Background: an optimization exercise with open tools, aiming at small area and a short achievable clock period. Do not read the settings as production practice.
Only simulation tests tie the RTL to the original design; equivalence was not proved.
No activity file was given, so power comes from the tool's default toggle rates.

## config.mk

```make
export PLATFORM = sky130hd
export DESIGN_NAME = swp_core
export DESIGN_NICKNAME = swp_core
export VERILOG_FILES = /design/flow/design.v
export SDC_FILE = /design/flow/constraint.sdc
export NUM_CORES = 4
export LEC_CHECK = 0
export CAP_MARGIN = 20
export CORE_MARGIN = 2
export CORE_UTILIZATION = 40
export SLEW_MARGIN = 20
```

## constraint.sdc

```tcl
create_clock -name core_clock -period 12.0 [get_ports {clk}]
set_input_delay 2.4000 -clock core_clock [delete_from_list [all_inputs] [get_ports {clk}]]
set_output_delay 2.4000 -clock core_clock [all_outputs]
set_load 0.01 [all_outputs]
```

## design.v

```verilog
module swp_core (
    input  wire        clk,
    input  wire        rst,           
    input  wire [31:0] prog_n,        
    output wire        prog_req,
    output wire [31:0] prog_addr,
    input  wire [63:0] prog_word,
    input  wire        prog_valid,
    output wire        dmem_re,
    output wire        dmem_we,
    output wire [31:0] dmem_addr,
    output wire [31:0] dmem_wdata,
    input  wire [31:0] dmem_rdata,
    input  wire        dmem_valid,
    input  wire [4:0]  dbg_addr,
    output wire [31:0] dbg_data,
    output wire        zflag,
    output wire        done,
    output wire        fault,
    output wire [1:0]  fault_reason,
    output wire [31:0] fault_addr,
    output wire [31:0] fault_pc,
    output wire [31:0] cycle,
    output wire [31:0] completed
);
    localparam [3:0] OP_MOVC  = 4'd0,  OP_ADD  = 4'd1,  OP_SUB  = 4'd2,
                     OP_AND   = 4'd3,  OP_OR   = 4'd4,  OP_XOR  = 4'd5,
                     OP_MUL   = 4'd6,  OP_LOAD = 4'd7,  OP_STORE = 4'd8,
                     OP_BZ    = 4'd9,  OP_BNZ  = 4'd10, OP_JUMP = 4'd11,
                     OP_HALT  = 4'd12, OP_NONE = 4'd15;
    localparam [31:0] PC_BASE = 32'd4000;
    reg [31:0] x [0:31];        
    reg [31:0] pend;            
    reg        z;               
    reg [31:0] pc;
    reg [31:0] cycle_q;
    reg [31:0] completed_q;
    reg        flt_q;
    reg [1:0]  flt_reason_q;
    reg [31:0] flt_addr_q;
    reg [31:0] flt_pc_q;
    reg [31:0] f_pc, d_pc, e_pc, m_pc, w_pc;
    reg [3:0]  f_op, d_op, e_op, m_op, w_op;
    reg [4:0]  f_rd, d_rd, e_rd, m_rd, w_rd;
    reg [4:0]  f_rs1, d_rs1, e_rs1, m_rs1, w_rs1;
    reg [4:0]  f_rs2, d_rs2, e_rs2, m_rs2, w_rs2;
    reg [31:0] f_imm, d_imm, e_imm, m_imm, w_imm;
    reg [31:0] f_v1, d_v1, e_v1, m_v1, w_v1;
    reg [31:0] f_v2, d_v2, e_v2, m_v2, w_v2;
    reg [31:0] f_buf, d_buf, e_buf, m_buf, w_buf;
    reg [31:0] f_ma, d_ma, e_ma, m_ma, w_ma;
    reg        f_busy, d_busy, e_busy, m_busy, w_busy;
    reg        f_stl, d_stl, e_stl, m_stl, w_stl;
    assign done = !flt_q && (completed_q == prog_n);
    wire   run  = !flt_q && !done;
    wire w_act = !w_busy && !w_stl;
    wire wb_we = w_act && (w_op <= OP_LOAD);
    function [31:0] live;
        input [4:0] idx;
        begin
            if (wb_we && w_rd == idx)
                live = w_buf;
            else
                live = x[idx];
        end
    endfunction
    reg [31:0] pend_wb;
    reg        f_stl_wb, d_stl_wb;
    always @* begin
        pend_wb  = pend;
        f_stl_wb = f_stl;
        d_stl_wb = d_stl;
        if (wb_we) begin
            pend_wb[w_rd] = 1'b0;
            f_stl_wb      = 1'b0;
            d_stl_wb      = 1'b0;
        end
    end
    wire m_act   = !m_busy && !m_stl;
    wire m_load  = m_act && (m_op == OP_LOAD);
    wire m_store = m_act && (m_op == OP_STORE);
    wire mem_fault = (m_load || m_store) && !dmem_valid;
    assign dmem_addr  = m_ma;
    assign dmem_re    = run && m_load;
    assign dmem_we    = run && m_store && dmem_valid;
    assign dmem_wdata = live(m_rs1);
    wire [31:0] m_buf_n = m_load ? dmem_rdata : m_buf;
    wire e_act = !e_busy && !e_stl;
    wire [31:0] e_live1 = live(e_rs1);
    wire [31:0] e_live2 = live(e_rs2);
    reg [31:0] e_buf_n, e_ma_n, pc_ex;
    reg        z_ex, mul_ex;
    always @* begin
        e_buf_n = e_buf;
        e_ma_n  = e_ma;
        pc_ex   = pc;
        z_ex    = z;
        mul_ex  = 1'b0;
        if (e_act) begin
            case (e_op)
                OP_MOVC: e_buf_n = e_imm;
                OP_ADD: begin
                    if (e_live1 == 32'd0)      e_buf_n = e_v2 + e_imm;
                    else if (e_live2 == 32'd0) e_buf_n = e_v1 + e_imm;
                    else                       e_buf_n = e_v1 + e_v2;
                    z_ex = (e_buf_n == 32'd0);
                end
                OP_SUB: begin
                    if (e_live1 == 32'd0)      e_buf_n = e_v2 - e_imm;
                    else if (e_live2 == 32'd0) e_buf_n = e_v1 - e_imm;
                    else                       e_buf_n = e_v1 - e_v2;
                    z_ex = (e_buf_n == 32'd0);
                end
                OP_AND: e_buf_n = e_v1 & e_v2;
                OP_OR:  e_buf_n = e_v1 | e_v2;
                OP_XOR: e_buf_n = e_v1 ^ e_v2;
                OP_MUL: begin
                    mul_ex  = 1'b1;
                    e_buf_n = e_v1 * e_v2;
                    z_ex    = (e_buf_n == 32'd0);
                end
                OP_LOAD:  e_ma_n = e_v1 + e_imm;
                OP_STORE: e_ma_n = e_v2 + e_imm;
                OP_BZ: begin
                    if (z) begin
                        pc_ex = e_pc + e_imm;
                        z_ex  = 1'b0;
                    end
                end
                OP_BNZ: begin
                    if (!z) pc_ex = e_pc + e_imm;
                end
                OP_JUMP: pc_ex = e_v1 + e_imm;
                default: ;
            endcase
        end
    end
    wire d_act = !d_busy && !d_stl_wb;
    wire [31:0] d_live1 = live(d_rs1);
    wire [31:0] d_live2 = live(d_rs2);
    reg [31:0] pend_de, d_v1_n, d_v2_n;
    reg        f_stl_de, d_stl_de;
    always @* begin
        pend_de  = pend_wb;
        f_stl_de = f_stl_wb;
        d_stl_de = d_stl_wb;
        d_v1_n   = d_v1;
        d_v2_n   = d_v2;
        if (d_act) begin
            case (d_op)
                OP_ADD, OP_SUB, OP_AND, OP_OR, OP_XOR, OP_MUL: begin
                    if (d_rd != d_rs1 && d_rd != d_rs2)
                        pend_de[d_rd] = 1'b1;
                    if (!pend_de[d_rs1] && !pend_de[d_rs2]) begin
                        f_stl_de = 1'b0;
                        d_stl_de = 1'b0;
                        d_v1_n   = d_live1;
                        d_v2_n   = d_live2;
                    end else begin
                        f_stl_de = 1'b1;
                        d_stl_de = 1'b1;
                    end
                end
                OP_LOAD: begin
                    if (d_rd != d_rs1 && d_rd != d_rs2)
                        pend_de[d_rd] = 1'b1;
                    d_v1_n = d_live1;
                end
                OP_STORE: begin
                    d_v1_n = d_live1;
                    d_v2_n = d_live2;
                end
                OP_JUMP:  d_v1_n = d_live1;
                OP_HALT:  f_stl_de = 1'b1;
                default: ;
            endcase
        end
    end
    wire f_act = !f_busy && !f_stl_de;
    assign prog_req  = run && f_act;
    assign prog_addr = pc_ex;
    wire fetch_fault = f_act && !prog_valid;
    wire [31:0] f_pc_n  = f_act ? pc_ex              : f_pc;
    wire [3:0]  f_op_n  = f_act ? prog_word[63:60]   : f_op;
    wire [4:0]  f_rd_n  = f_act ? prog_word[59:55]   : f_rd;
    wire [4:0]  f_rs1_n = f_act ? prog_word[54:50]   : f_rs1;
    wire [4:0]  f_rs2_n = f_act ? prog_word[49:45]   : f_rs2;
    wire [31:0] f_imm_n = f_act ? prog_word[31:0]    : f_imm;
    wire [31:0] pc_f    = f_act ? pc_ex + 32'd4      : pc_ex;
    integer i;
    always @(posedge clk) begin
        if (rst) begin
            for (i = 0; i < 32; i = i + 1)
                x[i] <= 32'd0;
            pend         <= 32'hffffffff;
            z            <= 1'b0;
            pc           <= PC_BASE;
            cycle_q      <= 32'd0;
            completed_q  <= 32'd0;
            flt_q        <= 1'b0;
            flt_reason_q <= 2'd0;
            flt_addr_q   <= 32'd0;
            flt_pc_q     <= 32'd0;
            {f_pc, f_op, f_rd, f_rs1, f_rs2, f_imm, f_v1, f_v2, f_buf, f_ma} <= {32'd0, OP_NONE, 15'd0, 160'd0};
            {d_pc, d_op, d_rd, d_rs1, d_rs2, d_imm, d_v1, d_v2, d_buf, d_ma} <= {32'd0, OP_NONE, 15'd0, 160'd0};
            {e_pc, e_op, e_rd, e_rs1, e_rs2, e_imm, e_v1, e_v2, e_buf, e_ma} <= {32'd0, OP_NONE, 15'd0, 160'd0};
            {m_pc, m_op, m_rd, m_rs1, m_rs2, m_imm, m_v1, m_v2, m_buf, m_ma} <= {32'd0, OP_NONE, 15'd0, 160'd0};
            {w_pc, w_op, w_rd, w_rs1, w_rs2, w_imm, w_v1, w_v2, w_buf, w_ma} <= {32'd0, OP_NONE, 15'd0, 160'd0};
            f_busy <= 1'b0; d_busy <= 1'b1; e_busy <= 1'b1; m_busy <= 1'b1; w_busy <= 1'b1;
            f_stl  <= 1'b0; d_stl  <= 1'b0; e_stl  <= 1'b0; m_stl  <= 1'b0; w_stl  <= 1'b0;
        end else if (run) begin
            if (wb_we)
                x[w_rd] <= w_buf;
            completed_q <= completed_q + {31'd0, w_act};
            if (mem_fault) begin
                pend         <= pend_wb;
                f_stl        <= f_stl_wb;
                d_stl        <= d_stl_wb;
                flt_q        <= 1'b1;
                flt_reason_q <= 2'd2;
                flt_addr_q   <= m_ma;
                flt_pc_q     <= m_pc;
            end else begin
                {w_pc, w_op, w_rd, w_rs1, w_rs2, w_imm, w_v1, w_v2, w_buf, w_ma, w_busy, w_stl} <=
                    {m_pc, m_op, m_rd, m_rs1, m_rs2, m_imm, m_v1, m_v2, m_buf_n, m_ma, m_busy, m_stl};
                {m_pc, m_op, m_rd, m_rs1, m_rs2, m_imm, m_v1, m_v2, m_buf, m_ma, m_busy, m_stl} <=
                    {e_pc, e_op, e_rd, e_rs1, e_rs2, e_imm, e_v1, e_v2, e_buf_n, e_ma_n, e_busy, e_stl};
                {e_pc, e_op, e_rd, e_rs1, e_rs2, e_imm, e_v1, e_v2, e_buf, e_ma, e_busy, e_stl} <=
                    {d_pc, d_op, d_rd, d_rs1, d_rs2, d_imm, d_v1_n, d_v2_n, d_buf, d_ma, d_busy, d_stl_de};
                z    <= z_ex;
                pend <= pend_de;
                if (fetch_fault) begin
                    pc           <= pc_ex;
                    f_stl        <= f_stl_de;
                    d_stl        <= d_stl_de;
                    d_v1         <= d_v1_n;
                    d_v2         <= d_v2_n;
                    cycle_q      <= cycle_q + {31'd0, mul_ex};
                    flt_q        <= 1'b1;
                    flt_reason_q <= 2'd1;
                    flt_addr_q   <= pc_ex;
                    flt_pc_q     <= pc_ex;
                end else begin
                    pc      <= pc_f;
                    cycle_q <= cycle_q + 32'd1 + {31'd0, mul_ex};
                    {f_pc, f_op, f_rd, f_rs1, f_rs2, f_imm, f_stl} <=
                        {f_pc_n, f_op_n, f_rd_n, f_rs1_n, f_rs2_n, f_imm_n, f_stl_de};
                    {d_pc, d_op, d_rd, d_rs1, d_rs2, d_imm, d_v1, d_v2, d_buf, d_ma, d_busy, d_stl} <=
                        {f_pc_n, f_op_n, f_rd_n, f_rs1_n, f_rs2_n, f_imm_n, f_v1, f_v2, f_buf, f_ma, f_busy, f_stl_de};
                end
            end
        end
    end
    assign dbg_data     = x[dbg_addr];
    assign zflag        = z;
    assign fault        = flt_q;
    assign fault_reason = flt_reason_q;
    assign fault_addr   = flt_addr_q;
    assign fault_pc     = flt_pc_q;
    assign cycle        = cycle_q;
    assign completed    = completed_q;
endmodule
```

## run.sh

```bash
#!/bin/bash
# synth_recipe.tcl (not shown) runs the flow's synth.tcl, then flattens the netlist and writes it again
# the make line also repeats each setting of config.mk as NAME=value (left out here)
make -C /OpenROAD-flow-scripts/flow DESIGN_CONFIG=/design/flow/config.mk WORK_HOME=/design/flow/orfs CLKGATE_MAP_FILE= SYNTH_SCRIPT=/design/flow/synth_recipe.tcl finish
```

==> run notes <==
CP Capture Type flip-flop; M1 WL approximately 230000 um; PD cells approximately 120 nW/um2; synth warn 1; antenna violations before repair 52; Static Leakage about 52 nW; final count of negative-setup-slack endpoints 0; synth unique cells a little over 100; Clock Pin Slew Worst Setup and Hold Paths 0.07 ns; CTS buffer count 197; Yosys reg bits approximately 1700; H-tree depth 4; crit path launch type flip-flop; worst slew pin tran roughly 1.4 ns; status finished clean; storage element area between 40000 and 50000 um2; CP max stage cell xor2_1; Largest register FFs between 1000 and 1500; Final nets between 10000 and 15000; CP Max Fanout 18; Placement Rows roughly 210; CTS tree yes; Seq/Total Area, Yosys 0.334; total routed wirelength 626000 um; ys flop type edfxtp_1; top sig layer met5; fillers 30517; Post-Syn Area roughly 130000 um2; DR WL met2 about 250000 um; hold buffer count at CTS 0; Max Cap Violations 0; Max stage delay on crit path ~0.95 ns; Root Buffer clkbuf_16; met3 routed WL between 90000 and 100000 um; DIE AREA between 300000 and 400000 um2; kind of critical path reg -> reg; Die Ht around 580 um; footprint of the multi-input gates 82800 um2; dpl hpwl 445000 um; via count between 100k and 150k; largest reg by FF count x; fmax 98.3 MHz; Via-to-Cell Ratio 6.79; layout cell share with drive strength beyond 1 0.183; vias in the first global route between 100k and 150k; core area about 330000 um2; # port buffers slightly below 400; total grt overflow 0; Fin. Hold Viols 0; Max VDD drop 0.124 mV; ys async rst share 0; PostCTS Resize Cnt 0; clock sink count roughly 1700; Post-route DRC 0; Worst Reg-to-Reg Cells 29; critical path required time roughly 13 ns; Initial DRC Count between 15000 and 20000; RSZ-0062 raised after global routing no; most frequent CP cell fa_1; largest net degree at the start of global routing 180; area grow syn2layout 12.1%; Hold Crit Depth 2; Mean Syn Cell Area between 10 and 15 um2; fin. max-slew vios 0; DR pass1 iterations 7; GPL Wtd Cong between 1 and 1.5; Final ANT Viol Nets 0; period utilisation layout 0.848; Starting Density 0.401; syn_nets 13245; I/O Pins approximately 400; worst-skew pair later-pin latency ~0.94 ns; Total GRT Usage 0.366; CP Data Arrival Time 10.95 ns; Rel. slew slack 0.0755; HP Class reg -> reg; final setup skew roughly 0.12 ns; Final min period around 10 ns; first-pass GRT wire length approximately 860000 um; Clock Path Buffers 4; Wirelength per Cell approximately 37 um; setup TNS 0 ns; WHS 0.413 ns; synthesized netlist cell count about 12000; EDFF count, synth slightly above 1000; Die Wd 579 um; setup bufs post-CTS 0
[worst max-delay path: cells and delay by family, from the launching register on]
kind / cells / cell delay [ns]
fa+ha+maj: 9 / 3.72
compound gates: 9 / 2.96
xor+xnor: 1 / 0.95
simple gates: 7 / 0.94
flops: 1 / 0.78
buf+inv: 3 / 0.66
[per-stage QoR]
| step | cell area, um2 | power [mW] | setup WS [ns] | instances | utilization |
|---|---|---|---|---|---|
| 3_5_place_dp | 142000 | 11.1 | 2.19 | 16458 | 0.430 |
| 6_report | 148000 | 17.5 | 1.83 | 16839 | 0.450 |
| 5_1_grt | 148000 | 17.9 | 1.34 | 16815 | 0.450 |
| 2_1_floorplan | 132000 | 9.24 | 3.89 | 12338 | - |
| 4_1_cts | 148000 | 17.3 | 2.14 | 16811 | 0.449 |
| 3_3_place_gp | 142000 | 11.1 | 2.21 | 16457 | 0.430 |
[area by class of cell]
class,instances,share of cell area
Antenna cell,25,0.000422
Clock inverter,104,0.00686
Sequential cell,1696,0.298
Tap cell,4366,0.0368
Timing Repair Buffer,799,0.0479
Inverter,579,0.0147
Clock buffer,249,0.0364
Multi-Input combinational cell,9021,0.558
[metal layers]
| metal | GRT usage | vias up |
|---|---|---|
| met5 | 0 | - |
| met4 | 0.234 | 28 |
| met1 | 0.481 | 57327 |
| li1 | - | 45699 |
| met3 | 0.144 | 1814 |
| met2 | 0.499 | 9491 |
[path summary, 6_finish.rpt]
| path | start | to | slack [ns] |
|---|---|---|---|
| hold reg to reg | d_pc[20] | e_pc[20] | 0.41 |
| setup reg to reg | e_v2[3] | z | 1.83 |
| setup / recovery | e_v2[3] | z | 1.83 |
| hold / removal | d_pc[20] | e_pc[20] | 0.41 |
[cells in the mapped netlist (16+ instances only)]
cell | n | area (um2)
a211oi_1 | 172 | 1290
a21o_1 | 49 | 368
a21oi_1 | 595 | 2980
a221o_1 | 32 | 320
a221oi_1 | 34 | 298
a22o_1 | 21 | 184
a22oi_1 | 173 | 1300
a311oi_1 | 18 | 158
a31oi_1 | 68 | 425
a32oi_1 | 30 | 263
and2_1 | 1043 | 6530
and3_1 | 39 | 244
buf_1 | 187 | 702
buf_2 | 24 | 120
clkbuf_1 | 830 | 3120
dfxtp_1 | 672 | 13500
edfxtp_1 | 1024 | 30700
fa_1 | 414 | 8290
ha_1 | 356 | 4450
inv_1 | 556 | 2090
mux2_2 | 43 | 484
mux2i_1 | 162 | 1620
mux4_2 | 1315 | 29600
nand2_1 | 1107 | 4160
nand2b_1 | 39 | 244
nand3_1 | 167 | 836
nand4_1 | 108 | 676
nor2_1 | 1195 | 4490
nor2b_1 | 63 | 394
nor3_1 | 193 | 966
nor3b_1 | 16 | 120
nor4_1 | 230 | 1440
o211ai_1 | 100 | 751
o21a_1 | 47 | 353
o21ai_0 | 389 | 1950
o21bai_1 | 19 | 143
o221ai_1 | 17 | 149
o22ai_1 | 26 | 163
o311ai_0 | 20 | 175
o31ai_1 | 19 | 143
or3_1 | 47 | 294
or4_1 | 35 | 263
xnor2_1 | 255 | 2230
xor2_1 | 133 | 1160
[where the power goes]
group / leakage, nW / internal [mW] / total [mW] / switching (mW)
combinational: 32.8 / 1.59 / 4.49 / 2.90
clock: 3.15 / 3.56 / 6.25 / 2.69
sequential: 16.0 / 6.39 / 6.79 / 0.408
total: 52.0 / 11.5 / 17.5 / 6.00
[cell usage in the layout, fill, tap and decap left out, types with 34 or more instances in the layout]
cell	n
nand2_1	1102
dfxtp_1	652
a221oi_1	34
and3_1	38
mux2_2	43
clkinv_2	39
nand3_1	167
a21o_1	49
a211oi_1	170
edfxtp_1	1024
nor4_1	203
o211ai_1	100
or3_1	47
nor2_1	1161
a31oi_1	68
nor3_1	180
ha_1	356
nand4_1	108
a21oi_1	592
clkdlybuf4s50_1	381
xnor2_1	250
nor2b_1	63
and2_1	1042
clkinv_1	39
o21a_1	47
or4_1	35
clkbuf_16	201
mux2i_1	162
fa_1	414
a22oi_1	172
buf_4	401
mux4_2	1315
nand2b_1	38
o21ai_0	356
xor2_1	133
inv_1	555
[kinds of logic after synthesis]
logic type / share of synthesized area
fa+ha+maj: 0.0963
compound gates: 0.0965
flops: 0.334
buf+inv: 0.0463
xor+xnor: 0.0257
simple gates: 0.161
mux: 0.240

[separate check: timing with driven ports]
No port has a modelled driver above. Below, the same layout with a new extraction and two added sets of constraints.
Step 1, drivers: a clkbuf_16 drives clk and a buf_2 each remaining input, both assumed.
Step 2 moves the port delays by t, midway between the first and last clock arrival at a register: inputs arrive t later, outputs are due t later. That takes back most of the time a late clock gives input paths.
Three values: ideal, step 1, step 2; two values: the first two.
t (ns): 0.988
slack for setup (ns): 1.825 / 1.825 / 1.825
worst hold slack (ns): 0.413 / 0.413 / 0.413
cell pins on the clock port's net: 1
After both steps this run still meets setup and hold. The setup slack of this run moves by 0.000 ns with the drivers and by 0.000 ns with both steps.
